From an optimization exercise on the open Yosys and OpenROAD flow, aimed at small area; shortcuts taken in it are not production practice. The RTL was checked by simulation tests, not by an equivalence proof against the original design. Power and IR drop assume default switching activity. The clock port is modelled as an ideal driver; clocking choices that lean on that would not hold on a real chip.

==> build 22 <==
// vgax_core
module vgax_core (
    input  wire        clk,
    input  wire        rst,        
    input  wire [2:0]  h_cmd,      
    input  wire [15:0] h_addr,
    input  wire [7:0]  h_wdata,
    output wire [31:0] h_rdata,
    output wire        h_ready,
    output wire        irq_v,
    output wire        irq_h,
    input  wire        iack,
    output wire        hsync,
    output wire        vsync,
    output wire [1:0]  color
);
==> module vgax_core, before the edit <==
module vgax_core (
    input  wire        clk,
    input  wire        rst,        
    input  wire [2:0]  h_cmd,      
    input  wire [15:0] h_addr,
    input  wire [7:0]  h_wdata,
    output wire [31:0] h_rdata,
    output wire        h_ready,
    output wire        irq_v,
    output wire        irq_h,
    input  wire        iack,
    output wire        hsync,
    output wire        vsync,
    output wire [1:0]  color
);
    localparam FB_SIZE = 240;
    localparam CMD_FBWR  = 3'd3;
    localparam CMD_START = 3'd6;
    localparam CMD_STOP  = 3'd7;
    reg [2:0]  vskip;    
    reg [4:0]  row;      
    reg [1:0]  rep;
    reg [31:0] et;
    reg        run;
    reg        vpend;
    reg        hpend;
    reg [6:0]  hcnt;     
    reg [6:0]  lcnt;     
    reg        busy;     
    reg [7:0] fb [0:FB_SIZE-1];
    assign irq_v   = vpend;
    assign irq_h   = hpend;
    assign hsync   = !(run && hcnt < 7'd12);
    assign vsync   = !(run && lcnt < 7'd2);
    assign h_ready = !rst && !busy && !iack;
    wire [6:0] t        = hcnt - 7'd13;           
    wire [7:0] emit_adr = {row, 3'b000} + {1'b0, row, 2'b00} + {4'b0, t[6:3]};
    wire [7:0] adr      = busy ? emit_adr : h_addr[7:0];
    wire       in_range = busy || (h_addr[15:8] == 8'd0);
    reg  [15:0] lo;
    reg  [14:0] hi;
    reg  [7:0]  rbyte;
    reg  [7:0]  part;
    integer g, j;
    always @(*) begin
        for (j = 0; j < 16; j = j + 1)
            lo[j] = (adr[3:0] == j);
        for (g = 0; g < 15; g = g + 1)
            hi[g] = in_range && (adr[7:4] == g);
        rbyte = 8'h00;
        for (g = 0; g < 15; g = g + 1) begin
            part = 8'h00;
            for (j = 0; j < 16; j = j + 1)
                part = part | ({8{lo[j]}} & fb[16*g+j]);
            rbyte = rbyte | ({8{hi[g]}} & part);
        end
    end
    assign h_rdata = {et[31:8] & {24{h_cmd[0]}}, h_cmd[0] ? et[7:0] : rbyte};
    reg [1:0] smp;
    always @(*) begin
        case (t[2:1])
            2'd0: smp = rbyte[7:6];
            2'd1: smp = rbyte[5:4];
            2'd2: smp = rbyte[3:2];
            default: smp = rbyte[1:0];
        endcase
    end
    assign color = (busy && hcnt >= 7'd13) ? smp : 2'b00;
    wire h_tick  = run && (hcnt == 7'd127);
    wire v_tick  = h_tick && (lcnt == 7'd89);
    wire entry   = iack && !busy && (vpend || hpend);
    wire v_entry = entry && vpend;
    wire h_entry = entry && !vpend;
    wire h_skip  = (vskip != 3'd0);
    wire h_emit  = !h_skip && (row < 5'd20);
    wire cmd_start = h_ready && h_cmd == CMD_START;
    wire cmd_stop  = h_ready && h_cmd == CMD_STOP;
    wire wr = h_ready && h_cmd == CMD_FBWR;
    integer wg, wj;
    always @(posedge clk) begin
        for (wg = 0; wg < 15; wg = wg + 1)
            for (wj = 0; wj < 16; wj = wj + 1)
                if (wr && hi[wg] && lo[wj])
                    fb[16*wg+wj] <= h_wdata;
    end
    always @(posedge clk) begin
        if (rst) begin
            vskip <= 3'd6;
            row   <= 5'd0;
            rep   <= 2'd0;
            et    <= 32'd0;
            run   <= 1'b0;
            vpend <= 1'b0;
            hpend <= 1'b0;
            hcnt  <= 7'd0;
            lcnt  <= 7'd0;
            busy  <= 1'b0;
        end else begin
            if (run) begin
                hcnt <= hcnt + 1'b1;
                if (h_tick)
                    lcnt <= v_tick ? 7'd0 : lcnt + 1'b1;
            end
            vpend <= (vpend && !v_entry) || v_tick;
            hpend <= (hpend && !h_entry) || h_tick;
            if (v_entry) begin
                vskip <= 3'd6;
                rep   <= 2'd0;
                row   <= 5'd0;
                et    <= et + 1'b1;
            end else if (h_entry) begin
                if (h_skip)
                    vskip <= vskip - 1'b1;
                else if (h_emit)
                    busy <= 1'b1;
            end else if (busy && hcnt == 7'd108) begin
                busy <= 1'b0;
                rep  <= rep + 1'b1;
                if (rep == 2'd3)
                    row <= row + 1'b1;
            end
            if (cmd_start) begin
                run   <= 1'b1;
                hcnt  <= 7'd0;
                lcnt  <= 7'd0;
                vpend <= 1'b0;
                hpend <= 1'b0;
            end else if (cmd_stop) begin
                run   <= 1'b0;
                vpend <= 1'b0;
                hpend <= 1'b0;
            end
        end
    end
endmodule
==> flow/config.mk <==
export PLATFORM = sky130hd
export DESIGN_NAME = vgax_core
export DESIGN_NICKNAME = vgax_core
export VERILOG_FILES = /design/flow/design.v
export SDC_FILE = /design/flow/constraint.sdc
export NUM_CORES = 4
export LEC_CHECK = 0
export CAP_MARGIN = 20
export CORE_MARGIN = 2
export CORE_UTILIZATION = 40
export SLEW_MARGIN = 20
==> flow/constraint.sdc <==
create_clock -name core_clock -period 10.0 [get_ports {clk}]
set_input_delay 2.0000 -clock core_clock [delete_from_list [all_inputs] [get_ports {clk}]]
set_output_delay 2.0000 -clock core_clock [all_outputs]
set_load 0.01 [all_outputs]
standard.sh (not shown) runs the stock make flow with config.mk's settings and CLKGATE_MAP_FILE= SYNTH_SCRIPT=/design/flow/synth_recipe.tcl, a recipe that flattens the netlist after the stock synthesis.
==> flow/flow/run.sh <==
#!/bin/bash
# Layout flow: the standard flow, with an area-oriented ABC mapping in
# synthesis (same Yosys script otherwise, so the registers are the standard
# synthesis's) and a clock tree built from fewer, larger sink clusters.
set -euo pipefail
W=$(pwd)
F=$W/flow

cat > $W/area_synth.tcl <<EOF
proc abc {args} {
  set i [lsearch -exact \$args -script]
  if {\$i >= 0} {
    set args [lreplace \$args [expr {\$i + 1}] [expr {\$i + 1}] $F/abc_area.script]
  }
  yosys abc {*}\$args
}
source $W/synth_recipe.tcl
EOF

CTS="-sink_clustering_enable -repair_clock_nets -dont_use_dummy_load"
CTS="$CTS -sink_clustering_size ${CTS_SIZE:-30} -sink_clustering_max_diameter ${CTS_DIAM:-120}"

bash $W/standard.sh SYNTH_SCRIPT=$W/area_synth.tcl "CTS_ARGS=$CTS" finish > $W/standard.log 2>&1
==> flow/flow/abc_area.script <==
strash
&get -n
&dch -f
&nf -p -R 1000
&put
topo
==> trial 51: changes against build 22 <==
--- a/flow/design.v
+++ b/flow/design.v
@@ -29,2 +29,3 @@
     reg        busy;     
+    reg [1:0]  color_r;
     reg [7:0] fb [0:FB_SIZE-1];
@@ -35,3 +36,3 @@
     assign h_ready = !rst && !busy && !iack;
-    wire [6:0] t        = hcnt - 7'd13;           
+    wire [6:0] t        = hcnt - 7'd12;
     wire [7:0] emit_adr = {row, 3'b000} + {1'b0, row, 2'b00} + {4'b0, t[6:3]};
@@ -67,3 +68,4 @@
     end
-    assign color = (busy && hcnt >= 7'd13) ? smp : 2'b00;
+    assign color = color_r;
+    wire       emit_smp = busy && (hcnt >= 7'd12) && (hcnt != 7'd108);
     wire h_tick  = run && (hcnt == 7'd127);
@@ -97,3 +99,5 @@
             busy  <= 1'b0;
+            color_r <= 2'b00;
         end else begin
+            color_r <= emit_smp ? smp : 2'b00;
             if (run) begin
--- a/flow/flow/run.sh
+++ b/flow/flow/run.sh
@@ -22,2 +22,3 @@
 
-bash $W/standard.sh SYNTH_SCRIPT=$W/area_synth.tcl "CTS_ARGS=$CTS" finish > $W/standard.log 2>&1
+bash $W/standard.sh SYNTH_SCRIPT=$W/area_synth.tcl "CTS_ARGS=$CTS" \
+  "BUFFER_PORTS_ARGS=-buffer_cell sky130_fd_sc_hd__buf_1" finish > $W/standard.log 2>&1
==> summary.txt <==
post-cts sizing count 5; met1 WL 82500 um; Die Y-Extent 427 um; most frequent cells in the layout 1920 x edfxtp_1, 534 x a22oi_1, 320 x nor2_1; status complete, no violations; fmax 102 MHz; area delta synth->final 9.98%; Setup crit end color[1]; fin crit share 98.2%
That was build 22.
==> summary.txt <==
most frequent cells in the layout 1920 x edfxtp_1, 547 x a22oi_1, 327 x nor2_1; Synth top cells by count 1920 x edfxtp_1, 547 x a22oi_1, 343 x nor2_1; area delta synth->final 8.88%; met1 WL 81700 um; fin crit share 96.2%; register share of total power 68.0%; Setup crit end h_rdata[0]; status complete, no violations; Die Y-Extent 427 um; post-cts sizing count 0; fmax 104 MHz
That was trial 51.

-- what the ideal ports hide --
Ports are ideal in the flow. The routed layouts listed here were re-timed in OpenROAD. Step 1 sets driving cells, clkbuf_16 on the clock port and buf_2 on the other inputs (assumed; they add their load-dependent delay and slew). Step 2 moves the port delays by t, midway between the first and last clock arrival at a register: inputs arrive t later, outputs are due t later. That takes back most of the time a late clock gives input paths. Slacks: ideal ports / drivers / drivers and shift; pairs: ideal ports / drivers.
| run | t (ns) | slack for setup (ns) | worst setup path after step 2 | clock arrival spread, ns |
|---|---|---|---|---|
| build 22 | 0.790 | 0.185 / 0.098 / 0.353 | input to output | 0.086 / 0.085 |
| trial 51 | 0.756 | 0.382 / 0.298 / 1.054 | register to output | 0.142 / 0.143 |
After both steps every run listed still meets setup and hold.
